What follows belongs to an exercise in optimizing a design on an open flow for small area, a short achievable clock period and few clock cycles per item; a production flow would make more cautious choices. At most, simulation tests tie the RTL to the original design; equivalence was not proved. The RTL of run 1 was laid out without a check of its function.

==> design/flow/config.mk <==
export PLATFORM = sky130hd
export DESIGN_NAME = takum_unit
export DESIGN_NICKNAME = takum_unit
export VERILOG_FILES = /design/flow/design.v
export SDC_FILE = /design/flow/constraint.sdc
export NUM_CORES = 4
export LEC_CHECK = 0
export ABC_AREA = 1
export CAP_MARGIN = 20
export CORE_MARGIN = 2
export CORE_UTILIZATION = 55
export CTS_CLUSTER_DIAMETER = 80
export CTS_CLUSTER_SIZE = 25
export SLEW_MARGIN = 20
==> design/flow/constraint.sdc <==
create_clock -name core_clock -period 90.0 [get_ports {clk}]
set_input_delay 18.0000 -clock core_clock [delete_from_list [all_inputs] [get_ports {clk}]]
set_output_delay 18.0000 -clock core_clock [all_outputs]
set_load 0.01 [all_outputs]
==> design/flow/design.v <==
module takum_unit (
    input  wire        clk,
    input  wire        rst,
    input  wire        req_valid,
    output wire        req_ready,
    input  wire [3:0]  op,
    input  wire [15:0] a,
    input  wire [15:0] b,
    input  wire [31:0] k,
    input  wire        f_s,
    input  wire        f_d,
    input  wire [2:0]  f_r,
    input  wire [6:0]  f_c,
    input  wire [10:0] f_m,
    input  wire        l_sign,
    input  wire [20:0] l_in,
    output reg         resp_valid,
    output wire [15:0] y,
    output wire [1:0]  cls,
    output wire        g_s,
    output wire        g_d,
    output wire [2:0]  g_r,
    output wire [2:0]  g_rv,
    output wire [5:0]  g_p,
    output wire [6:0]  g_c,
    output wire [10:0] g_m,
    output wire        l_sign_out,
    output wire [20:0] l_out
);
    localparam [19:0] CUT = 20'b0000_0001_0000_0100_0000;
    localparam [3:0] OP_FDEC  = 4'b0000;
    localparam [3:0] OP_FENC  = 4'b0001;
    localparam [3:0] OP_TOL   = 4'b0010;
    localparam [3:0] OP_FROML = 4'b0011;
    localparam [3:0] OP_MUL   = 4'b1000;
    localparam [3:0] OP_DIV   = 4'b1001;
    localparam [3:0] OP_INV   = 4'b1010;
    localparam [3:0] OP_IPOW  = 4'b1011;
    localparam [3:0] OP_SQRT  = 4'b1100;
    localparam [3:0] OP_ROOT  = 4'b1101;
    localparam [1:0] K_ARITH = 2'd0;
    localparam [1:0] K_FENC  = 2'd1;
    localparam [1:0] K_FDEC  = 2'd2;
    localparam [1:0] K_TOL   = 2'd3;
    localparam [1:0] SP_NONE = 2'd0;
    localparam [1:0] SP_NAR  = 2'd1;
    localparam [1:0] SP_ZERO = 2'd2;
    localparam [1:0] SP_MAX  = 2'd3;    
    function [21:0] inc21;           
        input [20:0] x;
        input        ci;
        reg          c;
        integer      j;
        begin
            c = ci;
            for (j = 0; j < 21; j = j + 1) begin
                inc21[j] = x[j] ^ c;
                c        = x[j] & c;
            end
            inc21[21] = c;
        end
    endfunction
    function [21:0] pinc21;          
        input [20:0] x;
        input        ci;
        reg   [20:0] p;
        integer      l, j;
        begin
            p = x;
            for (l = 0; l < 5; l = l + 1)
                for (j = 0; j < 21; j = j + 1)
                    if ((j >> l) & 1)
                        p[j] = p[j] & p[((j >> l) << l) - 1];
            pinc21[0] = x[0] ^ ci;
            for (j = 1; j < 21; j = j + 1)
                pinc21[j] = x[j] ^ (ci & p[j-1]);
            pinc21[21] = ci & p[20];
        end
    endfunction
    function [21:0] add21;           
        input [20:0] x;
        input [20:0] y;
        input        ci;
        reg          c;
        integer      j;
        begin
            c = ci;
            for (j = 0; j < 21; j = j + 1) begin
                add21[j] = x[j] ^ y[j] ^ c;
                c        = (x[j] & y[j]) | (x[j] & c) | (y[j] & c);
            end
            add21[21] = c;
        end
    endfunction
    assign req_ready = 1'b1;
    reg        v0;
    reg [3:0]  op0;
    reg [15:0] a0;
    reg [22:0] x0;
    wire [22:0] xin = op[3] ? ((op[2] | op[1]) ? {k[31], ~|k[30:20], &k[30:20], k[19:0]} : {7'd0, b})
                            : (op[1] ? {1'b0, l_sign, l_in} : {f_s, f_d, f_r, f_c, f_m});
    always @(posedge clk) begin
        v0   <= ~rst & req_valid;
        op0  <= op;
        a0   <= a;
        x0   <= xin;
    end
    wire [15:0] b0   = x0[15:0];
    wire        k31  = x0[22];       
    wire        kz   = x0[21];       
    wire        ko   = x0[20];       
    wire [19:0] klo  = x0[19:0];
    wire        fs0  = x0[22];
    wire        fd0  = x0[21];
    wire [2:0]  fr0  = x0[20:18];
    wire [6:0]  fc0  = x0[17:11];
    wire [10:0] fm0  = x0[10:0];
    wire        ls0  = x0[21];
    wire [20:0] lin0 = x0[20:0];
    function [19:0] lmag_of;
        input [15:0] w;
        reg   [21:0] nb;
        reg   [14:0] body;
        reg   [19:0] sh;
        reg   [21:0] dec;
        begin
            nb      = inc21({6'd0, w[14:0] ^ {15{~w[14]}}}, ~w[14]);
            body    = nb[14:0];
            sh      = {8'd1, body[10:0]} << body[13:11];
            dec     = add21({1'b0, sh}, 21'h1FF800, 1'b0);    
            lmag_of = dec[19:0];
        end
    endfunction
    wire [19:0] am = lmag_of(a0);           
    wire [19:0] bm = lmag_of(b0);
    wire        an = a0[15] ~^ a0[14];      
    wire        bn = b0[15] ~^ b0[14];
    wire a_zero = (a0 == 16'h0000);
    wire a_nar  = (a0 == 16'h8000);
    wire b_zero = (b0 == 16'h0000);
    wire b_nar  = (b0 == 16'h8000);
    wire a_neg  = a0[15] & ~a_nar;
    wire sa     = a0[15];
    wire sb     = b0[15];
    wire k_zero = ~k31 & kz & (klo == 20'd0);
    wire k_pos  = ~k31 & ~k_zero;
    wire        msub = an ^ bn ^ op0[0];
    wire [21:0] mt   = {1'b0, am} + ({1'b0, bm} ^ {21{msub}}) + msub;
    wire        mneg = msub & mt[20];                    
    wire        movf = ~msub & (mt[19] | (&mt[18:11]));  
    wire        lovf = lin0[20] ? (~lin0[19] | ((lin0[18:12] == 7'd0) & (~lin0[11] | (lin0[10:0] == 11'd0))))
                                : (lin0[19] | (&lin0[18:11]));
    wire [21:0] kn   = inc21({1'b0, klo ^ {20{k31}}}, k31);
    wire        kbig = k31 ? ~(ko & (klo != 20'd0)) : ~kz;
    wire [19:0] ksat = kbig ? 20'hFFFFF : kn[19:0];
    reg         povf;
    integer     i;
    always @(*) begin
        povf = 1'b0;
        for (i = 0; i < 20; i = i + 1)
            povf = povf | (ksat[i] & (|(am >> (19 - i))));
    end
    wire [19:0] kdiv = (k31 | ~kz) ? 20'hFFFFF : klo;
    wire [2:0]  enc_r = fd0 ? fr0 : ~fr0;
    wire [3:0]  enc_p = 4'd11 - {1'b0, enc_r};
    wire [6:0]  enc_c = fc0 & ~(7'h7F << enc_r);
    wire [10:0] enc_m = fm0 & ~(11'h7FF << enc_p);
    wire [15:0] enc_w = {fs0, fd0, fr0, ({4'd0, enc_c} << enc_p) | enc_m};
    wire [1:0]  a_cls = a_nar ? 2'd2 : a_zero ? 2'd1 : 2'd0;
    localparam [19:0] ONE20 = 20'd1;
    localparam [19:0] NEG20 = 20'hFFFFF;
    reg  [19:0] p_sr, p_y;
    reg         p_mul;       
    reg  [1:0]  p_kind;
    reg  [1:0]  p_sp;        
    reg         p_s, p_n, p_ovf;
    always @(*) begin
        p_sr   = 20'd0;
        p_y    = ONE20;
        p_mul  = 1'b0;
        p_kind = K_ARITH;
        p_sp   = SP_NONE;
        p_s    = 1'b0;
        p_n    = 1'b0;
        p_ovf  = 1'b0;
        case (op0)
            OP_FDEC: begin
                p_kind = K_FDEC;
                p_sr   = {4'd0, a0};
                p_sp   = a_cls;
            end
            OP_FENC: begin
                p_kind = K_FENC;
                p_sr   = {4'd0, enc_w};
            end
            OP_TOL: begin            
                p_kind = K_TOL;
                p_mul  = 1'b1;
                p_y    = am;
                p_sr   = an ? NEG20 : ONE20;
                p_sp   = a_cls;
                p_s    = sa;
            end
            OP_FROML: begin          
                p_mul  = 1'b1;
                p_y    = lin0[19:0];
                p_sr   = lin0[20] ? NEG20 : ONE20;
                p_s    = ls0;
                p_n    = lin0[20];
                p_ovf  = lovf;
            end
            OP_MUL, OP_DIV: begin    
                p_mul  = 1'b1;
                p_y    = mt[19:0];
                p_sr   = mneg ? NEG20 : ONE20;
                p_s    = sa ^ sb;
                p_n    = an ^ mneg;
                p_ovf  = movf;
                p_sp   = (a_nar | b_nar | (op0[0] & b_zero)) ? SP_NAR :
                         (a_zero | (~op0[0] & b_zero))       ? SP_ZERO : SP_NONE;
            end
            OP_INV: begin
                p_mul  = 1'b1;
                p_y    = am;
                p_sr   = ONE20;
                p_s    = sa;
                p_n    = ~an;
                p_sp   = (a_nar | a_zero) ? SP_NAR : SP_NONE;
            end
            OP_IPOW: begin           
                p_mul  = 1'b1;
                p_y    = am;
                p_sr   = ksat;
                p_s    = sa & klo[0];
                p_n    = an ^ k31;
                p_ovf  = povf & (am != 20'd0);
                p_sp   = a_nar ? SP_NAR : a_zero ? (k_pos ? SP_ZERO : SP_NAR) : SP_NONE;
            end
            OP_SQRT: begin
                p_sr   = am;
                p_n    = an;
                p_sp   = (a_nar | a_neg) ? SP_NAR : a_zero ? SP_ZERO : SP_NONE;
            end
            OP_ROOT: begin
                p_sr   = {am[18:0], 1'b0};
                p_y    = kdiv;
                p_s    = sa;
                p_n    = an;
                p_sp   = (a_nar | ~k_pos) ? SP_NAR : a_zero ? SP_ZERO :
                         (a_neg & ~klo[0]) ? SP_NAR : SP_NONE;
            end
            default: begin
                p_sp   = SP_ZERO;
            end
        endcase
        if (p_ovf && p_sp == SP_NONE) p_sp = p_n ? SP_ZERO : SP_MAX;
    end
    wire [19:0] acc_w [0:20];
    wire [19:0] sr_w  [0:20];
    wire [19:0] y_w   [0:20];    
    wire [7:0]  ctl_w [0:20];    
    assign acc_w[0] = 20'd0;
    assign sr_w[0]  = p_sr;
    assign y_w[0]   = p_mul ? p_y : ~p_y;
    assign ctl_w[0] = {v0, p_mul, p_s, p_n, p_kind, p_sp};
    genvar t, j;
    generate
        for (t = 0; t < 20; t = t + 1) begin : row
            wire [19:0] yy, sr, accin;
            wire [7:0]  ctl;
            if (CUT[t]) begin : cut
                reg [19:0] acc_r, sr_r, y_r;
                reg [7:0]  ctl_r;
                always @(posedge clk) begin
                    acc_r <= acc_w[t];
                    sr_r  <= sr_w[t];
                    y_r   <= y_w[t];
                    ctl_r <= {~rst & ctl_w[t][7], ctl_w[t][6:0]};
                end
                assign accin = acc_r;
                assign sr    = sr_r;
                assign yy    = y_r;
                assign ctl   = ctl_r;
            end else begin : nocut
                assign accin = acc_w[t];
                assign sr    = sr_w[t];
                assign yy    = y_w[t];
                assign ctl   = ctl_w[t];
            end
            wire        mulm = ctl[6];
            wire [t:0]  x;
            if (t == 0) begin : x0
                assign x = ~mulm & sr[19];
            end else begin : xn
                assign x = {accin[t-1:0], ~mulm & sr[19]};
            end
            wire [t+1:0] cc;
            wire [t:0]  hs;              
            assign cc[0] = ~mulm;
            for (j = 0; j <= t; j = j + 1) begin : fa
                assign hs[j]   = yy[j] ^ cc[j];
                assign cc[j+1] = (x[j] & yy[j]) | (cc[j] & (x[j] | yy[j]));
            end
            wire        zhi;
            if (t == 19) begin : zt
                assign zhi = 1'b1;
            end else begin : zn
                assign zhi = &yy[19:t+1];
            end
            wire        q    = cc[t+1] & zhi;
            wire        sel  = mulm ? sr[19] : q;
            wire [t:0]  nacc = x ^ (hs & {(t+1){sel}});
            if (t == 19) begin : an19
                assign acc_w[t+1] = nacc;
            end else begin : ann
                assign acc_w[t+1] = {{(19-t){1'b0}}, nacc};
            end
            assign sr_w[t+1]  = {sr[18:0], ~mulm & q};
            assign y_w[t+1]   = yy;
            assign ctl_w[t+1] = ctl;
        end
    endgenerate
    wire [19:0] acc_f = acc_w[20];
    wire [19:0] sr_f  = sr_w[20];
    wire [7:0]  ctl_f = ctl_w[20];
    wire        vf    = ctl_f[7];
    wire        mulf  = ctl_f[6];
    wire        sf    = ctl_f[5];
    wire        nf    = ctl_f[4];
    wire [1:0]  kindf = ctl_f[3:2];
    wire [1:0]  spf   = ctl_f[1:0];
    wire [20:0] mag  = mulf ? {acc_f, 1'b0} : {1'b0, sr_f};
    wire        stin = ~mulf & (|acc_f);
    wire [21:0] uh   = pinc21({13'd0, mag[19:12]}, 1'b1);       
    wire [7:0]  uhi  = uh[7:0];
    wire        sat  = mag[20] | uh[8];
    reg  [2:0]  rg;
    always @(*) begin
        casez (uhi)
            8'b1???????: rg = 3'd7;
            8'b01??????: rg = 3'd6;
            8'b001?????: rg = 3'd5;
            8'b0001????: rg = 3'd4;
            8'b00001???: rg = 3'd3;
            8'b000001??: rg = 3'd2;
            8'b0000001?: rg = 3'd1;
            default:     rg = 3'd0;
        endcase
    end
    wire [19:0] u     = {uhi, mag[11:0]};
    wire [19:0] ush   = u >> rg;
    wire [10:0] mant  = ush[11:1];
    wire        rbit  = ush[0];
    wire [7:0]  lmask = ~(8'hFF << rg);
    wire        stk   = (|(u[7:0] & lmask)) | stin;
    wire        rup   = rbit & (stk | mant[0]);
    wire [15:0] body  = {2'b01, rg, mant};
    wire        bmax  = &body[14:0];
    wire [15:0] bsel  = sat ? (nf ? 16'h0000 : 16'h7FFF) : (nf ? (body ^ 16'h8000) : body);
    wire        rsel  = ~sat & rup & (nf | ~bmax);
    wire        wneg  = sf ^ nf;
    wire [21:0] wsum  = pinc21({5'd0, bsel ^ {16{wneg}}}, rsel ^ wneg);
    wire [15:0] w     = wsum[15:0];
    wire [15:0] yar   = (spf == SP_NAR)  ? 16'h8000 :
                        (spf == SP_ZERO) ? 16'h0000 :
                        (spf == SP_MAX)  ? {sf, {14{~sf}}, 1'b1} : w;
    wire [15:0] fa    = sr_f[15:0];
    wire [2:0]  dr    = fa[14] ? fa[13:11] : ~fa[13:11];
    wire [3:0]  dp    = 4'd11 - {1'b0, dr};
    wire [10:0] dc    = fa[10:0] >> dp;
    wire [10:0] dm    = fa[10:0] & ~(11'h7FF << dp);
    reg [28:0] o;
    reg [1:0]  oc;
    reg [28:0] on;
    always @(*) begin
        case (kindf)
            K_ARITH: on = {13'd0, yar};
            K_FENC:  on = {13'd0, fa};
            K_FDEC:  on = {~dr[2], ~dr[1:0], fa[13:11], fa[14], fa[15], dr, dc[6:0], dm};
            default: on = {7'd0, sf, acc_f[19], acc_f};
        endcase
    end
    always @(posedge clk) begin
        resp_valid <= ~rst & vf;
        o  <= on;
        oc <= spf;
    end
    assign y          = o[15:0];
    assign g_m        = o[10:0];
    assign g_c        = o[17:11];
    assign g_rv       = o[20:18];
    assign g_s        = o[21];
    assign g_d        = o[22];
    assign g_r        = o[25:23];
    assign g_p        = {2'b00, o[28], o[20], o[27:26]};
    assign l_out      = o[20:0];
    assign l_sign_out = o[21];
    assign cls        = oc;
endmodule
==> design/flow/flow/run.sh <==
#!/bin/bash
# The standard layout, with plain buffers (buf_1) on the ports instead of
# the delay cell buffer_ports picks by default.
set -euo pipefail
export BUFFER_PORTS_ARGS="-buffer_cell sky130_fd_sc_hd__buf_1"
bash standard.sh finish > standard.log 2>&1
==> design/flow/standard.sh <==
#!/bin/bash
# synth_recipe.tcl (not shown) runs the flow's synth.tcl, then flattens the netlist and writes it again
# the make line also repeats each setting of config.mk as NAME=value (left out here)
make -C /OpenROAD-flow-scripts/flow DESIGN_CONFIG=/design/flow/config.mk WORK_HOME=/design/flow/orfs CLKGATE_MAP_FILE= SYNTH_SCRIPT=/design/flow/synth_recipe.tcl "${@:-finish}"
==> results.cfg, run 1 <==
[timing]
drv_slew = 0
timing.hold.ws_ns = 0.3321
fin_skew_ns = 0.02748
max_freq_ghz = 0.04683
tightestPinTransition_ns = 1.050
post-route-min-period_ns = 21.35
slew_headroom = 0.2923
rsz0062_at_grt = no
fin_crit_sh = 0.2373
hold_violations = 0
fin_ws_ns = 68.65
finalSetupViolCount = 0
fin_tns_setup_ns = 0

[critical_path]
path_class = flip-flop to flip-flop
crit_top_cell = nand3_2
crit_path_top_delay_cell = dfxtp_1
crit_required_ns = 90.32
cp_max_fo = 26
cpPeakStageDelay_ns = 0.76
cp.arrival_ns = 21.67
r2r_start = row[12].cut.y_r[3]
start_kind = flip-flop
reg2reg_depth = 178
startpoint = row[12].cut.y_r[3]
r2r-end = o[0]
r2r_slack_ns = 68.65
worstSetupEndpointType = flip-flop

[global_route]
antenna_found_initial = 0
grt_max_degree = 38
grt_overflow_total = 0
grt_usage = 0.3487
grt_pass1_vias = 23330
grt_pass1_wl_um = 121800

[clock_tree]
h-tree-depth = 4
clockBufferDepth = 2
cts.sinks = 190
cts_setup_buffers = 0
ctsHoldBuffers = 0
cts_tree = yes
clockRootBuffer = clkbuf_16
ctsResizeCount = 0
clk_pin_slew_ns = 0.08
insertion_delay_ns = 0.51
numCtsBuffers = 17

[yosys]
yosysMostFrequentCell = nand2_1
synth_common_cells = nand2_1, inv_1, nand3_1
syn_area_um2 = 22870
synth_cell_type_count = 61
synth_area_leaders = nand2_1, dfxtp_1, xor2_1
syn_inst = 3741
synth-seq-cells = 190
yosysWarnings = 1
synth_edf_count = 0
synth_top_area_cell = nand2_1
synth_top_area_share = 0.1697
synth_area_per_cell_um2 = 6.112
ys_dominant_reg_cell = dfxtp_1
yosysSeqAreaShare = 0.1663
ys_async_sr_fraction = 0

[final_layout]
insertedDiodeCount = 0
drive_gt1_frac = 0.07165
final_cells = 4328
syn2layout_area_growth_pct = 4.925
nets = 3987
register_area_um2 = 3804
fillers = 4079
multiInputGateArea_um2 = 16290

[run]
drv_cap = 0

[drt]
drc = 0
route.detailed.wl_per_inst_um = 17.87
avgViaCountPerCell = 5.754
ant_nets = 0
drt-initial-drc-count = 2429
drtPass1Iterations = 6
drt_wl_total_um = 77340
vias = 24900

[floorplanning]
die_area_um2 = 43220
die_h_um = 207.9
io_pins = 190
die_x_um = 207.9
core_area_um2 = 40920
initial_core_util = 0.5587
num_rows = 74

[placed_design]
dpl.hpwl_um = 62110
io_buffer_count = 186
place.gp.congestion = 1.090
place_inst = 4296
place_ws_ns = 69.07

[worst_hold_path]
hp-start = row[6].cut.ctl_r[0]
whs_path_depth = 0
hold_class = flip-flop to flip-flop
hold_end = row[12].cut.ctl_r[0]

[run_status]
status = finished clean
## through the flow
stage / cell area [µm²] / utilization
2_1_floorplan: 22870 / -
3_3_place_gp: 23340 / 0.5702
3_5_place_dp: 23340 / 0.5703
4_1_cts: 23990 / 0.5862
5_1_grt: 23990 / 0.5862
6_report: 23990 / 0.5862
## registers in the layout, summed over array words and instances, names as in the netlist
signal,cells
a0,16
x0,23
op0,4
resp_valid,1
row.accin,18
oc,2
row.cut.ctl_r,16
o,29
v0,1
row.cut.y_r,40
row.cut.sr_r,40
## how the worst max path moves through the flow
| stage | slack, ns | to |
|---|---|---|
| after global placement | 70.07 | o[0] |
| after detailed placement | 69.07 | o[0] |
| after floorplan | 71.10 | x0[11] |
| final | 68.65 | o[0] |
| after global routing | 66.00 | o[1] |
| after CTS | 68.98 | o[0] |
## layer usage
metal,vias up,global-route usage,routed length (µm)
met4,0,0.1670,3812
met2,1096,0.5609,34370
li1,12090,-,-
met5,-,0,0
met3,213,0.05660,5923
met1,11500,0.4549,33230
## cell type report
class | instances | area share
Multi-Input combinational cell | 2910 | 0.6790
Sequential cell | 190 | 0.1585
Inverter | 457 | 0.07181
Timing Repair Buffer | 207 | 0.03567
Tap cell | 532 | 0.02774
Clock buffer | 17 | 0.01773
Clock inverter | 15 | 0.009491
## layout by cell type (no fill, tap or decap), types with 23 or more instances in the layout
cell type / n
nand3b_1: 24
nand3_2: 112
inv_2: 24
buf_1: 186
o211ai_1: 29
xnor2_1: 83
or2_2: 23
inv_1: 419
ha_1: 87
nor2_1: 306
dfxtp_1: 190
nand2_2: 32
xor2_1: 265
o22ai_1: 36
o21ai_0: 185
nand2_1: 1034
nand3_1: 386
o21ai_1: 25
a21oi_1: 64
nand4_1: 23
## worst max-delay path: cells and delay by family (launching register included)
kind,cells,cell delay (ns)
and+or+nand+nor,164,17.23
xor gates and xnor gates,5,1.32
DFF,1,0.76
buffers and inverters,4,0.67
adders and majority gates,2,0.56
AOI/OAI and AO/OA,3,0.51
## cell families (layout without fill, tap and decap cells)
logic type	Yosys count	count (layout)	synth area share
DFF	190	190	0.1663
AOI/OAI and AO/OA	425	425	0.1099
xor gates and xnor gates	351	351	0.1354
and+or+nand+nor	2023	2023	0.4093
buffers and inverters	642	696	0.1215
other	2	3	0.0003284
adders and majority gates	97	97	0.05242
muxes	11	11	0.004816
==> inputs of run 2 (changes only) <==
--- a/design/flow/design.v
+++ b/design/flow/design.v
@@ -27,7 +27,7 @@
     output wire        l_sign_out,
     output wire [20:0] l_out
 );
-    localparam [19:0] CUT = 20'b0000_0001_0000_0100_0000;
+    localparam [19:0] CUT = 20'b0100_0000_1000_0000_1000;
     localparam [3:0] OP_FDEC  = 4'b0000;
     localparam [3:0] OP_FENC  = 4'b0001;
     localparam [3:0] OP_TOL   = 4'b0010;
==> run 2 against run 1 <==
- final cell count rose by 0.39%
- synthesized cell count did not move
- non-clock buffer count is 2 lower
- count of clock-buffer cells in the layout up 2
- highest routed layer is now met5
==> results.cfg, run 2 <==
[drt]
avgViaCountPerCell = 5.576
drt-initial-drc-count = 1981
route.detailed.wl_per_inst_um = 16.71
ant_nets = 0
drc = 0
drtPass1Iterations = 6
drt_wl_total_um = 72600
vias = 24230

[final_layout]
syn2layout_area_growth_pct = 4.740
fillers = 4193
drive_gt1_frac = 0.05677
register_area_um2 = 5045
final_common_cell = nand2_1
nets = 3999
multiInputGateArea_um2 = 15600
fin_area_um2 = 24610
final_cell_mix = nand2_1, inv_1, nand3_1
fin_util = 0.5853

[global_route]
grt_usage = 0.3197
antenna_found_initial = 3
grt_pass1_wl_um = 114700
grt_overflow_total = 0
grt_max_degree = 37
grt_pass1_vias = 22190

[critical_path]
r2r_slack_ns = 72.79
crit_required_ns = 90.43
cp.arrival_ns = 19.79
r2r_start = row[18].cut.ctl_r[6]
cpPeakStageDelay_ns = 0.68
start_kind = input pin
cp_max_fo = 25
crit_chain = buf_1 > inv_1 > nor4_1 > nand4_1 > o31ai_1
path_class = input pin to flip-flop
reg2reg_depth = 117
r2r-end = o[15]
worstSetupEndpointType = flip-flop
crit_path_top_delay_cell = buf_1

[floorplanning]
die_h_um = 210.7
die_x_um = 210.7
num_rows = 75
die_area_um2 = 44390
initial_core_util = 0.5588
io_pins = 190
core_area_um2 = 42040

[yosys]
synth_edf_count = 0
synth_top_area_share = 0.2147
syn_area_um2 = 23490
ys_dominant_reg_cell = dfxtp_1
syn_inst = 3741
synth_top_area_cell = dfxtp_1
yosysSeqAreaShare = 0.2147
synth_area_leaders = dfxtp_1, nand2_1, xor2_1
synth_common_cells = nand2_1, inv_1, nand3_1
yosysWarnings = 1
synth_area_per_cell_um2 = 6.280
yosysMostFrequentCell = nand2_1
synth-seq-cells = 252
ys_async_sr_fraction = 0
synth_cell_type_count = 69

[clock_tree]
cts.sinks = 252
clockBufferDepth = 3
cts_tree = yes
insertion_delay_ns = 0.54
ctsResizeCount = 0
h-tree-depth = 1
clockRootBuffer = clkbuf_16
ctsHoldBuffers = 0
numCtsBuffers = 19
clk_pin_slew_ns = 0.09
cts_setup_buffers = 0

[timing]
fin_skew_ns = 0.03574
slew_headroom = 0.3430
post-route-min-period_ns = 19.35
finalSetupViolCount = 0
timing.hold.ws_ns = 0.3205
fin_crit_sh = 0.2150
fin_tns_setup_ns = 0
max_freq_ghz = 0.05167
tightestPinTransition_ns = 0.9784
drv_slew = 0
hold_violations = 0
rsz0062_at_grt = no

[placed_design]
dpl_cell_area_um2 = 23940
io_buffer_count = 186
dpl.hpwl_um = 58820
place.gp.congestion = 1.021

[worst_hold_path]
hp-start = row[11].cut.sr_r[11]
hold_class = flip-flop to flip-flop
hold_end = row[18].cut.sr_r[18]
whs_path_depth = 0

[run]
drv_cap = 0

[run_status]
status = finished clean
run 2: cells by family after synthesis:
| kind of cell | after synthesis | share of synthesized area |
|---|---|---|
| AND/OR/NAND/NOR | 1856 | 0.3429 |
| buffers and inverters | 647 | 0.1215 |
| AO/OA/AOI/OAI | 534 | 0.1368 |
| XOR/XNOR | 343 | 0.1282 |
| flip-flops | 252 | 0.2147 |
| adder cells (fa/ha/maj) | 93 | 0.04964 |
| multiplexers | 14 | 0.005965 |
| other | 2 | 0.0003197 |
run 2: layout make-up:
class                           instances  area share
Timing Repair Buffer                  205     0.03417
Clock buffer                           19     0.01932
Inverter                              473     0.07225
Sequential cell                       252      0.2050
Tap cell                              539     0.02741
Multi-Input combinational cell       2843      0.6339
Clock inverter                         13    0.007830
Antenna cell                            1   0.0001017
run 2: stage by stage:
stage / setup WS (ns) / cells
floorplan: 71.10 / 3742
global route: 70.50 / 4344
CTS: 70.71 / 4344
detailed placement: 70.15 / 4312
global placement: 70.09 / 4312
finish: 70.65 / 4345
run 2: worst max-delay path: cells and delay by family:
family	cells	cell delay (ns)
AOI/OAI and AO/OA	1	0.10
buffers and inverters	2	1.25
and+or+nand+nor	2	0.43
run 2: how the worst max path moves through the flow:
stage                     startpoint     end  slack, ns  cells past startpoint
after detailed placement       op[3]  x0[21]      70.15                      5
after CTS                      op[3]  x0[21]      70.71                      5
after global routing           op[3]  x0[21]      70.50                      5
final                          op[3]  x0[21]      70.65                      5
after global placement         op[3]  x0[21]      70.09                      5
after floorplan                op[1]  x0[11]      71.10                      5
run 2: routing by layer:
metal	GRT usage	part of all wire	up-vias
li1	-	-	12090
met1	0.4054	0.43	11060
met2	0.5570	0.47	905
met3	0.03479	0.064	161
met4	0.1229	0.042	2
met5	0	0.00018	-
Testbench counts of run 2, summed over its fixed seeds: cycles 24,040, items 24,000.
==> inputs of run 3 (changes only) <==
==> design/flow/flow/run.sh (replaced) <==
#!/bin/bash
set -euo pipefail
export BUFFER_PORTS_ARGS="-buffer_cell sky130_fd_sc_hd__buf_1"
export SETUP_SLACK_MARGIN=71
bash standard.sh finish > standard.log 2>&1
==> run 3 against run 2 <==
- register-to-register slack improved by 0.10 ns
- maximum frequency rose by 1.7%
- global-route usage increased by 0.33 points
- critical path type is now flip-flop to primary output
- largest cell class unchanged
==> results.cfg, run 3 <==
[drt]
drt-initial-drc-count = 2025
drt_wl_total_um = 73700
drtPass1Iterations = 6
route.detailed.wl_per_inst_um = 16.95
avgViaCountPerCell = 5.600
ant_nets = 0
vias = 24350
drc = 0

[final_layout]
fin_util = 0.5990
syn2layout_area_growth_pct = 7.185
final_common_cell = nand2_1
nets = 4002
final_cell_mix = nand2_1, inv_1, nand3_1
drive_gt1_frac = 0.08246

[global_route]
gr-usage-met3 = 0.03598
grt_usage = 0.3230
top_usage_layer = met2
antenna_found_initial = 3
grt_max_degree = 37
met1_usage = 0.4065
grt_overflow_total = 0
grt_pass1_wl_um = 115800
use_met2 = 0.5647
grt_pass1_vias = 22350

[yosys]
synth_common_cells = nand2_1, inv_1, nand3_1
synth_area_per_cell_um2 = 6.280
yosysMostFrequentCell = nand2_1
synth_top_area_share = 0.2147
ys_async_sr_fraction = 0
synth_cell_type_count = 69
yosysWarnings = 1
ys_dominant_reg_cell = dfxtp_1
synth_top_area_cell = dfxtp_1
synth-seq-cells = 252
synth_area_leaders = dfxtp_1, nand2_1, xor2_1
syn_area_um2 = 23490
yosysSeqAreaShare = 0.2147
synth_edf_count = 0
syn_inst = 3741

[worst_hold_path]
hp-start = row[11].cut.sr_r[11]
whs_path_depth = 0
hold_class = flip-flop to flip-flop
hold_end = row[18].cut.sr_r[18]

[floorplanning]
io_pins = 190
initial_core_util = 0.5588
die_area_um2 = 44390
die_h_um = 210.7
core_area_um2 = 42040
die_x_um = 210.7
num_rows = 75

[clock_tree]
clockRootBuffer = clkbuf_16
insertion_delay_ns = 0.54
h-tree-depth = 1
clockBufferDepth = 3
numCtsBuffers = 19
clk_pin_slew_ns = 0.08
cts_tree = yes
cts.sinks = 252

[timing]
max_freq_ghz = 0.05252
hold_violations = 0
slew_headroom = 0.3135
drv_slew = 0
finalSetupViolCount = 0
rsz0062_at_grt = yes
fin_tns_setup_ns = 0
fin_skew_ns = 0.03583
fin_ws_ns = 70.96
tightestPinTransition_ns = 1.004
fin_crit_sh = 0.2115
timing.hold.ws_ns = 0.3207
post-route-min-period_ns = 19.04

[critical_path]
crit_chain = buf_6
reg2reg_depth = 117
path_class = flip-flop to primary output
cp_max_fo = 3
cp.arrival_ns = 1.04
r2r_start = row[18].cut.ctl_r[6]
r2r_slack_ns = 72.89
crit_required_ns = 72.00
worstSetupEndpointType = primary output
r2r-end = o[15]
worst_path_dominant_cell_family = flip-flops
crit_buf_inv = 1
start_kind = flip-flop
crit_path_top_delay_cell = dfxtp_4
cpPeakStageDelay_ns = 0.39

[placed_design]
dpl.hpwl_um = 58820
place_ws_ns = 70.15
io_buffer_count = 186
place.gp.congestion = 1.021

[run_status]
status = finished clean

[run]
drv_cap = 0
-- run 3: cell type report --
| type | instances | area (µm²) |
|---|---|---|
| Multi-Input combinational cell | 2843 | 15600 |
| Antenna cell | 1 | 2.502 |
| Clock buffer | 19 | 475.5 |
| Fill cell | 4105 | 16860 |
| Inverter | 473 | 1782 |
| Clock inverter | 13 | 192.7 |
| Timing Repair inverter | 1 | 5.005 |
| Timing Repair Buffer | 207 | 1334 |
| Sequential cell | 252 | 5112 |
| Tap cell | 539 | 674.4 |
-- run 3: kinds of logic after synthesis --
group                    count (synthesis)  synth area share
multiplexers                            14          0.005965
adder cells (fa/ha/maj)                 93           0.04964
flip-flops                             252            0.2147
AO/OA/AOI/OAI                          534            0.1368
other                                    2         0.0003197
XOR/XNOR                               343            0.1282
AND/OR/NAND/NOR                       1856            0.3429
buffers and inverters                  647            0.1215
-- run 3: stage by stage --
stage,cell area [µm²],cells
global placement,23940,4312
CTS,25090,4344
global route,25180,4347
detailed placement,23940,4312
floorplan,23500,3742
finish,25180,4348
-- run 3: how the worst max path moves through the flow --
stage / startpoint / endpoint / slack, ns / cells past startpoint
global route: o[4] / g_m[4] / 70.93 / 1
floorplan: op[1] / x0[11] / 71.10 / 5
finish: o[8] / l_out[8] / 70.96 / 1
CTS: o[4] / l_out[4] / 70.93 / 1
detailed placement: op[3] / x0[21] / 70.15 / 5
global placement: op[3] / x0[21] / 70.09 / 5
-- run 3: what timing repair did --
action                     CTS  global route
buffers inserted             0             2
hold buffers                 0             0
gates resized for setup    154            21
gates cloned                 0             1
setup endpoints to repair   93            76
-- run 3: layer usage --
layer  up-vias  wire length, µm
met5         -               13
met4         2             3147
met3       172             4730
met2       940            34590
met1     11130            31230
li1      12110                -
==> inputs of run 4 (changes only) <==
--- a/design/flow/design.v
+++ b/design/flow/design.v
@@ -160,7 +160,6 @@
         for (i = 0; i < 20; i = i + 1)
             povf = povf | (ksat[i] & (|(am >> (19 - i))));
     end
-    wire [19:0] kdiv = (k31 | ~kz) ? 20'hFFFFF : klo;
     wire [2:0]  enc_r = fd0 ? fr0 : ~fr0;
     wire [3:0]  enc_p = 4'd11 - {1'b0, enc_r};
     wire [6:0]  enc_c = fc0 & ~(7'h7F << enc_r);
@@ -196,8 +195,8 @@
             OP_TOL: begin            
                 p_kind = K_TOL;
                 p_mul  = 1'b1;
-                p_y    = am;
-                p_sr   = an ? NEG20 : ONE20;
+                p_y    = an ? NEG20 : ONE20;
+                p_sr   = am;
                 p_sp   = a_cls;
                 p_s    = sa;
             end
@@ -221,16 +220,15 @@
             end
             OP_INV: begin
                 p_mul  = 1'b1;
-                p_y    = am;
-                p_sr   = ONE20;
+                p_sr   = am;
                 p_s    = sa;
                 p_n    = ~an;
                 p_sp   = (a_nar | a_zero) ? SP_NAR : SP_NONE;
             end
             OP_IPOW: begin           
                 p_mul  = 1'b1;
-                p_y    = am;
-                p_sr   = ksat;
+                p_y    = ksat;
+                p_sr   = am;
                 p_s    = sa & klo[0];
                 p_n    = an ^ k31;
                 p_ovf  = povf & (am != 20'd0);
@@ -243,7 +241,7 @@
             end
             OP_ROOT: begin
                 p_sr   = {am[18:0], 1'b0};
-                p_y    = kdiv;
+                p_y    = ksat;
                 p_s    = sa;
                 p_n    = an;
                 p_sp   = (a_nar | ~k_pos) ? SP_NAR : a_zero ? SP_ZERO :
--- a/design/flow/config.mk
+++ b/design/flow/config.mk
@@ -8,7 +8,7 @@
 export ABC_AREA = 1
 export CAP_MARGIN = 20
 export CORE_MARGIN = 2
-export CORE_UTILIZATION = 55
+export CORE_UTILIZATION = 65
 export CTS_CLUSTER_DIAMETER = 80
 export CTS_CLUSTER_SIZE = 25
 export SLEW_MARGIN = 20
==> run 4 against run 3 <==
- still clean on timing, DRC and antenna
- routed wire length shrank 4.0%
- global-route usage up 3.6 points
- flip-flop and latch count did not move
- clock skew is 0.018 ns lower
- synthesized area increased by 1.1%
- count of clock-buffer cells in the layout is 2 higher
==> results.cfg, run 4 <==
[run_status]
status = finished clean

[yosys]
synth_cell_type_count = 88
synth_area_per_cell_um2 = 6.512
yosysWarnings = 1
synth_top_area_cell = dfxtp_1
yosysMostFrequentCell = nand2_1
synth_edf_count = 0
synth_area_leaders = dfxtp_1, nand2_1, xor2_1
ys_dominant_reg_cell = dfxtp_1
yosysSeqAreaShare = 0.2124
synth_common_cells = nand2_1, inv_1, nand3_1
syn_area_um2 = 23750
syn_inst = 3647
synth_top_area_share = 0.2124
ys_async_sr_fraction = 0
synth-seq-cells = 252

[placed_design]
io_buffer_count = 186
dpl.hpwl_um = 56140
place_inst = 4150
place.gp.congestion = 1.044

[timing]
fin_tns_setup_ns = 0
max_freq_ghz = 0.05249
fin_skew_ns = 0.01740
drv_slew = 0
post-route-min-period_ns = 19.05
rsz0062_at_grt = yes
finalSetupViolCount = 0
tightestPinTransition_ns = 1.149
slew_headroom = 0.2257
hold_violations = 0
fin_crit_sh = 0.2117

[global_route]
antenna_found_initial = 0
grt_pass1_wl_um = 111800
grt_overflow_total = 0
grt_usage = 0.3592
grt_max_degree = 37
grt_pass1_vias = 22290

[critical_path]
crit_buf_inv = 1
cp_max_fo = 2
crit_chain = buf_6
r2r_slack_ns = 73.23
path_class = flip-flop to primary output
reg2reg_depth = 117
r2r_start = row[18].cut.ctl_r[6]
cp.arrival_ns = 1.05
crit_required_ns = 72.00
worst_path_dominant_cell_family = flip-flops
start_kind = flip-flop
r2r-end = o[15]
cpPeakStageDelay_ns = 0.38
worstSetupEndpointType = primary output
crit_path_top_delay_cell = dfxtp_2

[floorplanning]
io_pins = 190
die_x_um = 195.1
die_h_um = 195.1
num_rows = 70
initial_core_util = 0.6549
die_area_um2 = 38080
core_area_um2 = 36260

[drt]
drt_wl_total_um = 70770
vias = 24100
drtPass1Iterations = 8
drt-initial-drc-count = 1972
drc = 0
route.detailed.wl_per_inst_um = 16.92
ant_nets = 0
avgViaCountPerCell = 5.763

[worst_hold_path]
hold_class = flip-flop to flip-flop
whs_path_depth = 0
hold_end = row[11].cut.sr_r[18]
hp-start = row[3].cut.sr_r[10]

[final_layout]
final_common_cell = nand2_1
drive_gt1_frac = 0.1045
insertedDiodeCount = 0
final_cells = 4182
syn2layout_area_growth_pct = 5.395
fillers = 3133
final_cell_mix = nand2_1, inv_1, nand3_1
nets = 3909

[clock_tree]
numCtsBuffers = 19
cts_tree = yes
cts.sinks = 252
h-tree-depth = 1
clockRootBuffer = clkbuf_16
ctsHoldBuffers = 0
insertion_delay_ns = 0.54
clk_pin_slew_ns = 0.09
clockBufferDepth = 3

[run]
drv_cap = 0
[run 4: worst max path at each step]
stage / to / cells after the start / slack [ns] / from
after global placement: x0[21] / 7 / 70.49 / op[1]
final: l_out[18] / 1 / 70.95 / o[18]
after global routing: l_out[18] / 1 / 70.92 / o[18]
after floorplan: x0[11] / 5 / 71.10 / op[1]
after detailed placement: x0[21] / 7 / 70.51 / op[1]
after CTS: g_m[3] / 1 / 70.97 / o[3]
[run 4: cells by family (layout without fill, tap and decap cells)]
| kind of cell | after synthesis | after routing | share of synthesized area |
|---|---|---|---|
| buffers and inverters | 629 | 695 | 0.1243 |
| adders and majority gates | 93 | 93 | 0.04910 |
| AOI/OAI and AO/OA | 488 | 488 | 0.1302 |
| DFF | 252 | 252 | 0.2124 |
| muxes | 21 | 21 | 0.008904 |
| other | 2 | 3 | 0.0003162 |
| and+or+nand+nor | 1809 | 1809 | 0.3439 |
| xor gates and xnor gates | 353 | 353 | 0.1308 |
[run 4: per-stage QoR]
step	instance area (µm²)	setup WS (ns)	utilization	hold WS [ns]
finish	25030	70.95	0.6903	0.3228
global route	25030	70.92	0.6903	0.3336
CTS	24770	70.97	0.6831	0.3260
detailed placement	23970	70.51	0.6610	0.3121
global placement	23970	70.49	0.6610	0.3116
floorplan	23750	71.10	-	0.3096
[run 4: what timing repair did]
item | 4_1_cts | 5_1_grt
gates resized for setup | 94 | 51
buffers inserted | 0 | 0
setup endpoints to repair | 68 | 86
cloned | 0 | 1
[run 4: layer usage]
metal  global-route usage  share of wire  routed length (µm)  vias up
li1                     -              -                   -    11840
met1               0.4400           0.40               28500    10970
met2               0.6279           0.47               33200     1088
met3              0.04059          0.076                5374      210
met4               0.1739          0.052                3698        0
met5                    0              0                   0        -
[run 4: cell type report]
| class | instances | area (µm²) | area share |
|---|---|---|---|
| repair buffers | 203 | 1180 | 0.04714 |
| flip-flops and latches | 252 | 5081 | 0.2030 |
| clock inverters | 10 | 167.7 | 0.006699 |
| clock buffers | 21 | 483.0 | 0.01930 |
| multi-input cells | 2767 | 15770 | 0.6300 |
| inverters | 460 | 1755 | 0.07014 |
| repair inverters | 1 | 7.507 | 0.0002999 |
| well taps | 468 | 585.6 | 0.02340 |
[run 4: worst reg2reg max path, delay by kind of cell, from the launching register on]
family | cells | cell delay (ns)
simple gates | 57 | 6.81
mux | 1 | 0.15
buf+inv | 7 | 0.66
flops | 1 | 0.90
compound gates | 43 | 5.39
xor+xnor | 4 | 1.26
fa+ha+maj | 5 | 1.43
Testbench counts of run 4, summed over its fixed seeds: cycles 24,040, items 24,000.
==> inputs of run 5 (changes only) <==
==> design/flow/flow/run.sh (replaced) <==
#!/bin/bash
# The standard layout, with plain buffers (buf_1) on the ports instead of
# the delay cell buffer_ports picks by default.
set -euo pipefail
export BUFFER_PORTS_ARGS="-buffer_cell sky130_fd_sc_hd__buf_1"
bash standard.sh finish > standard.log 2>&1
==> run 5 against run 4 <==
- still clean
- critical path depth did not move
- final cell count about the same
- synthesized cell count unchanged
- non-clock buffer count unchanged
- flip-flop and latch count stayed put
- register-to-register slack gained 0.19 ns
==> results.cfg, run 5 <==
[global_route]
met1_usage = 0.4386
grt_max_degree = 37
grt_usage = 0.3573
grt_pass1_vias = 22190
gr-usage-met3 = 0.03990
antenna_found_initial = 0
top_usage_layer = met2
grt_overflow_total = 0
use_met2 = 0.6226
grt_pass1_wl_um = 111200

[drt]
drtPass1Iterations = 6
avgViaCountPerCell = 5.748
route.detailed.wl_per_inst_um = 16.59
drt_wl_total_um = 69370
vias = 24030
drc = 0
ant_nets = 0
drt-initial-drc-count = 1818

[run]
drv_cap = 0

[clock_tree]
ctsResizeCount = 0
ctsHoldBuffers = 0
clockRootBuffer = clkbuf_16
clk_pin_slew_ns = 0.09
cts.sinks = 252
cts_setup_buffers = 0
insertion_delay_ns = 0.54
cts_tree = yes
clockBufferDepth = 3
h-tree-depth = 1
numCtsBuffers = 19

[critical_path]
start_kind = flip-flop
crit_path_top_delay_cell = dfxtp_1
crit_required_ns = 72.00
path_class = flip-flop to primary output
worstSetupEndpointType = primary output
cp_max_fo = 3
cp.arrival_ns = 1.07
crit_chain = buf_1
crit_buf_inv = 1
worst_path_dominant_cell_family = flip-flops
cpPeakStageDelay_ns = 0.35

[final_layout]
final_common_cell = nand2_1
insertedDiodeCount = 0
syn2layout_area_growth_pct = 3.704
nets = 3908
multiInputGateArea_um2 = 15770
final_cell_mix = nand2_1, inv_1, nand3_1
fin_util = 0.6792
register_area_um2 = 5045
fillers = 3210
drive_gt1_frac = 0.07810

[yosys]
synth-seq-cells = 252
ys_async_sr_fraction = 0
yosysWarnings = 1
ys_dominant_reg_cell = dfxtp_1
synth_area_per_cell_um2 = 6.512
synth_top_area_share = 0.2124
synth_cell_type_count = 88
synth_common_cells = nand2_1, inv_1, nand3_1
synth_top_area_cell = dfxtp_1
yosysMostFrequentCell = nand2_1
yosysSeqAreaShare = 0.2124
syn_area_um2 = 23750
syn_inst = 3647
synth_area_leaders = dfxtp_1, nand2_1, xor2_1
synth_edf_count = 0

[placed_design]
dpl.hpwl_um = 56140
io_buffer_count = 186
place.gp.congestion = 1.044

[floorplanning]
die_h_um = 195.1
io_pins = 190
die_x_um = 195.1
num_rows = 70
die_area_um2 = 38080
initial_core_util = 0.6549
core_area_um2 = 36260

[timing]
fin_skew_ns = 0.01714
fin_tns_setup_ns = 0
finalSetupViolCount = 0
tightestPinTransition_ns = 1.144
max_freq_ghz = 0.05243
hold_violations = 0
drv_slew = 0
slew_headroom = 0.2292
post-route-min-period_ns = 19.07
rsz0062_at_grt = no
fin_crit_sh = 0.2119

[worst_hold_path]
hold_class = flip-flop to flip-flop

[run_status]
status = finished clean
==> run 5: per-stage QoR <==
step | hold slack, ns | instance area [µm²] | worst slack, ns | cells
after floorplan | 0.3096 | 23750 | 71.10 | 3648
after global placement | 0.3116 | 23970 | 70.49 | 4150
after detailed placement | 0.3121 | 23970 | 70.51 | 4150
after CTS | 0.3260 | 24620 | 70.89 | 4181
after global routing | 0.3336 | 24630 | 70.88 | 4181
final | 0.3225 | 24630 | 70.93 | 4181
==> run 5: area by class of cell <==
cell class	instances	area share
Timing Repair Buffer	203	0.03353
Clock inverter	10	0.006808
Clock buffer	21	0.01961
Inverter	460	0.07113
Multi-Input combinational cell	2767	0.6403
Sequential cell	252	0.2048
Tap cell	468	0.02378
==> run 5: kinds of logic after synthesis <==
group,after synthesis,share of synthesized area
AOI/OAI and AO/OA,488,0.1302
xor gates and xnor gates,353,0.1308
muxes,21,0.008904
buffers and inverters,629,0.1243
other,2,0.0003162
DFF,252,0.2124
and+or+nand+nor,1809,0.3439
adders and majority gates,93,0.04910
==> run 5: path summary, 6_finish.rpt <==
kind	from	to	slack [ns]	depth (start not counted)
worst min-delay path	row[3].cut.sr_r[10]	row[11].cut.sr_r[18]	0.32	0
worst min register to register	row[3].cut.sr_r[10]	row[11].cut.sr_r[18]	0.32	0
worst max-delay path	o[14]	g_c[3]	70.93	1
worst max register to register	row[18].cut.ctl_r[6]	o[15]	73.42	117
==> run 5: per-layer routing <==
metal | share of wire | routed length (µm) | up-vias
met5 | 0 | 0 | -
met4 | 0.052 | 3578 | 0
met3 | 0.072 | 4965 | 198
met2 | 0.47 | 32330 | 999
met1 | 0.41 | 28500 | 10990
li1 | - | - | 11840
==> inputs of run 6 (changes only) <==
==> design/flow/run.sh (new file) <==
#!/bin/bash
# synth_recipe.tcl (not shown) runs the flow's synth.tcl, then flattens the netlist and writes it again
# the make line also repeats each setting of config.mk as NAME=value (left out here)
make -C /OpenROAD-flow-scripts/flow DESIGN_CONFIG=/design/flow/config.mk WORK_HOME=/design/flow/orfs CLKGATE_MAP_FILE= SYNTH_SCRIPT=/design/flow/synth_recipe.tcl finish
removed: design/flow/flow/run.sh
removed: design/flow/standard.sh
==> run 6 against run 5 <==
- critical path type is now input pin to flip-flop
- largest cell class unchanged
- core utilization grew 3.3 points
- first-iteration DRC count grew 32%
- non-clock buffer count grew 4
- highest routed layer unchanged
==> results.cfg, run 6 <==
[run_status]
status = finished clean

[yosys]
ys_async_sr_fraction = 0
synth_common_cells = nand2_1, inv_1, nand3_1
synth_area_leaders = dfxtp_1, nand2_1, xor2_1
syn_inst = 3647
synth_top_area_share = 0.2124
yosysSeqAreaShare = 0.2124
synth_cell_type_count = 88
ys_dominant_reg_cell = dfxtp_1
yosysMostFrequentCell = nand2_1
synth-seq-cells = 252
synth_edf_count = 0
yosysWarnings = 1
synth_top_area_cell = dfxtp_1
synth_area_per_cell_um2 = 6.512
syn_area_um2 = 23750

[global_route]
grt_max_degree = 37
antenna_found_initial = 0
grt_overflow_total = 0
grt_usage = 0.3786
grt_pass1_vias = 23290
grt_pass1_wl_um = 117300

[timing]
fin_skew_ns = 0.02683
slew_headroom = 0.3305
finalSetupViolCount = 0
post-route-min-period_ns = 19.65
fin_tns_setup_ns = 0
fin_crit_sh = 0.2183
timing.hold.ws_ns = 0.3266
rsz0062_at_grt = no
max_freq_ghz = 0.05090
tightestPinTransition_ns = 1.001
fin_ws_ns = 70.35
drv_slew = 0
hold_violations = 0

[drt]
drtPass1Iterations = 7
drt_wl_total_um = 73880
route.detailed.wl_per_inst_um = 17.65
drt-initial-drc-count = 2397
ant_nets = 0
vias = 24600
avgViaCountPerCell = 5.879
drc = 0

[critical_path]
crit_path_top_delay_cell = clkdlybuf4s50_1
start_kind = input pin
cp.arrival_ns = 20.09
path_class = input pin to flip-flop
worstSetupEndpointType = flip-flop
reg2reg_depth = 117
cp_max_fo = 25
crit_required_ns = 90.44
cpPeakStageDelay_ns = 0.99
crit_chain = clkdlybuf4s50_1 > inv_1 > nor4_1 > nand4_1 > o31ai_1

[clock_tree]
insertion_delay_ns = 0.54
clockRootBuffer = clkbuf_16
clk_pin_slew_ns = 0.09
ctsResizeCount = 0
clockBufferDepth = 3
ctsHoldBuffers = 0
cts_tree = yes
cts.sinks = 252
h-tree-depth = 1
numCtsBuffers = 18
cts_setup_buffers = 0

[placed_design]
dpl.hpwl_um = 59310
place_ws_ns = 69.85
io_buffer_count = 186
place.gp.congestion = 1.020

[floorplanning]
die_area_um2 = 38080
io_pins = 190
num_rows = 70
die_h_um = 195.1
die_x_um = 195.1
core_area_um2 = 36260
initial_core_util = 0.6549

[run]
drv_cap = 0

[final_layout]
drive_gt1_frac = 0.07937
final_cell_mix = nand2_1, inv_1, nand3_1
nets = 3911
syn2layout_area_growth_pct = 8.725
insertedDiodeCount = 0
final_common_cell = nand2_1

[worst_hold_path]
hold_class = flip-flop to flip-flop
whs_path_depth = 0
run 6: cell counts after synthesis:
No cell type changed its count.
run 6: cell type report:
class / instances / area, µm²
clock buffer: 19 / 464.2
clock inverter: 12 / 192.7
fill: 2981 / 10440
inverter: 460 / 1752
multi-input combinational: 2767 / 15760
sequential: 252 / 5045
tap: 468 / 585.6
timing repair buffer: 207 / 2019
run 6: kinds of logic (layout without fill, tap and decap cells):
logic type | count (synthesis) | in the layout | share of synthesized area
other cells | 2 | 3 | 0.0003162
mux | 21 | 21 | 0.008904
buf+inv | 629 | 698 | 0.1243
compound gates | 488 | 488 | 0.1302
flops | 252 | 252 | 0.2124
xor+xnor | 353 | 353 | 0.1308
fa+ha+maj | 93 | 93 | 0.04910
simple gates | 1809 | 1809 | 0.3439
run 6: layer usage:
| layer | up-vias | track usage | share of wire |
|---|---|---|---|
| li1 | 11850 | - | - |
| met1 | 11290 | 0.4433 | 0.39 |
| met2 | 1202 | 0.6725 | 0.48 |
| met3 | 259 | 0.04870 | 0.077 |
| met4 | 0 | 0.2047 | 0.061 |
| met5 | - | 0 | 0 |
run 6: stage by stage:
stage / cell area [µm²] / util / std cells
2_1_floorplan: 23750 / - / 3648
3_3_place_gp: 25160 / 0.6940 / 4154
3_5_place_dp: 25160 / 0.6940 / 4154
4_1_cts: 25820 / 0.7121 / 4185
5_1_grt: 25820 / 0.7121 / 4185
6_report: 25820 / 0.7121 / 4185
run 6: critical path: cells and delay by family:
kind,cells,cell delay (ns)
compound gates,1,0.09
simple gates,2,0.47
buf+inv,2,1.52
run 6: final timing paths:
kind                         from             endpoint  slack, ns
min            row[3].cut.sr_r[1]  row[11].cut.sr_r[9]       0.33
max                         op[3]               x0[21]      70.35
min reg2reg    row[3].cut.sr_r[1]  row[11].cut.sr_r[9]       0.33
max reg2reg  row[18].cut.ctl_r[6]                o[15]      73.24

## static timing again, ports no longer ideal
Ports are ideal in the flow. The routed layouts listed here were re-timed in OpenROAD.
Step 1, drivers: a clkbuf_16 drives clk and a buf_2 each remaining input, both assumed.
Step 2 also shifts input and output timing later by t, the mid clock arrival at the registers, as if the neighbouring blocks saw the same clock.
a / b / c = ideal ports / drivers / drivers and shift; a / b = the first two.
run	t (ns)	setup WS [ns]	worst setup path after step 2	clock arrival spread, ns	worst data-port slew with drivers (ns)
run 1	0.557	68.647 / 68.647 / 68.647	register to register	0.027 / 0.027	0.06
run 2	0.580	70.646 / 70.676 / 70.096	input to register	0.036 / 0.036	0.05
run 3	0.581	70.961 / 70.903 / 70.537	input to register	0.036 / 0.036	0.05
run 4	0.589	70.948 / 70.887 / 70.660	input to register	0.020 / 0.019	0.05
run 5	0.591	70.927 / 70.866 / 70.486	input to register	0.019 / 0.019	0.05
run 6	0.593	70.353 / 70.394 / 69.801	input to register	0.027 / 0.027	0.05
After both steps setup and hold are still met in every run listed. For run 6, which loses most, drivers alone change the setup slack by +0.041 ns; drivers and shift together by -0.552 ns.
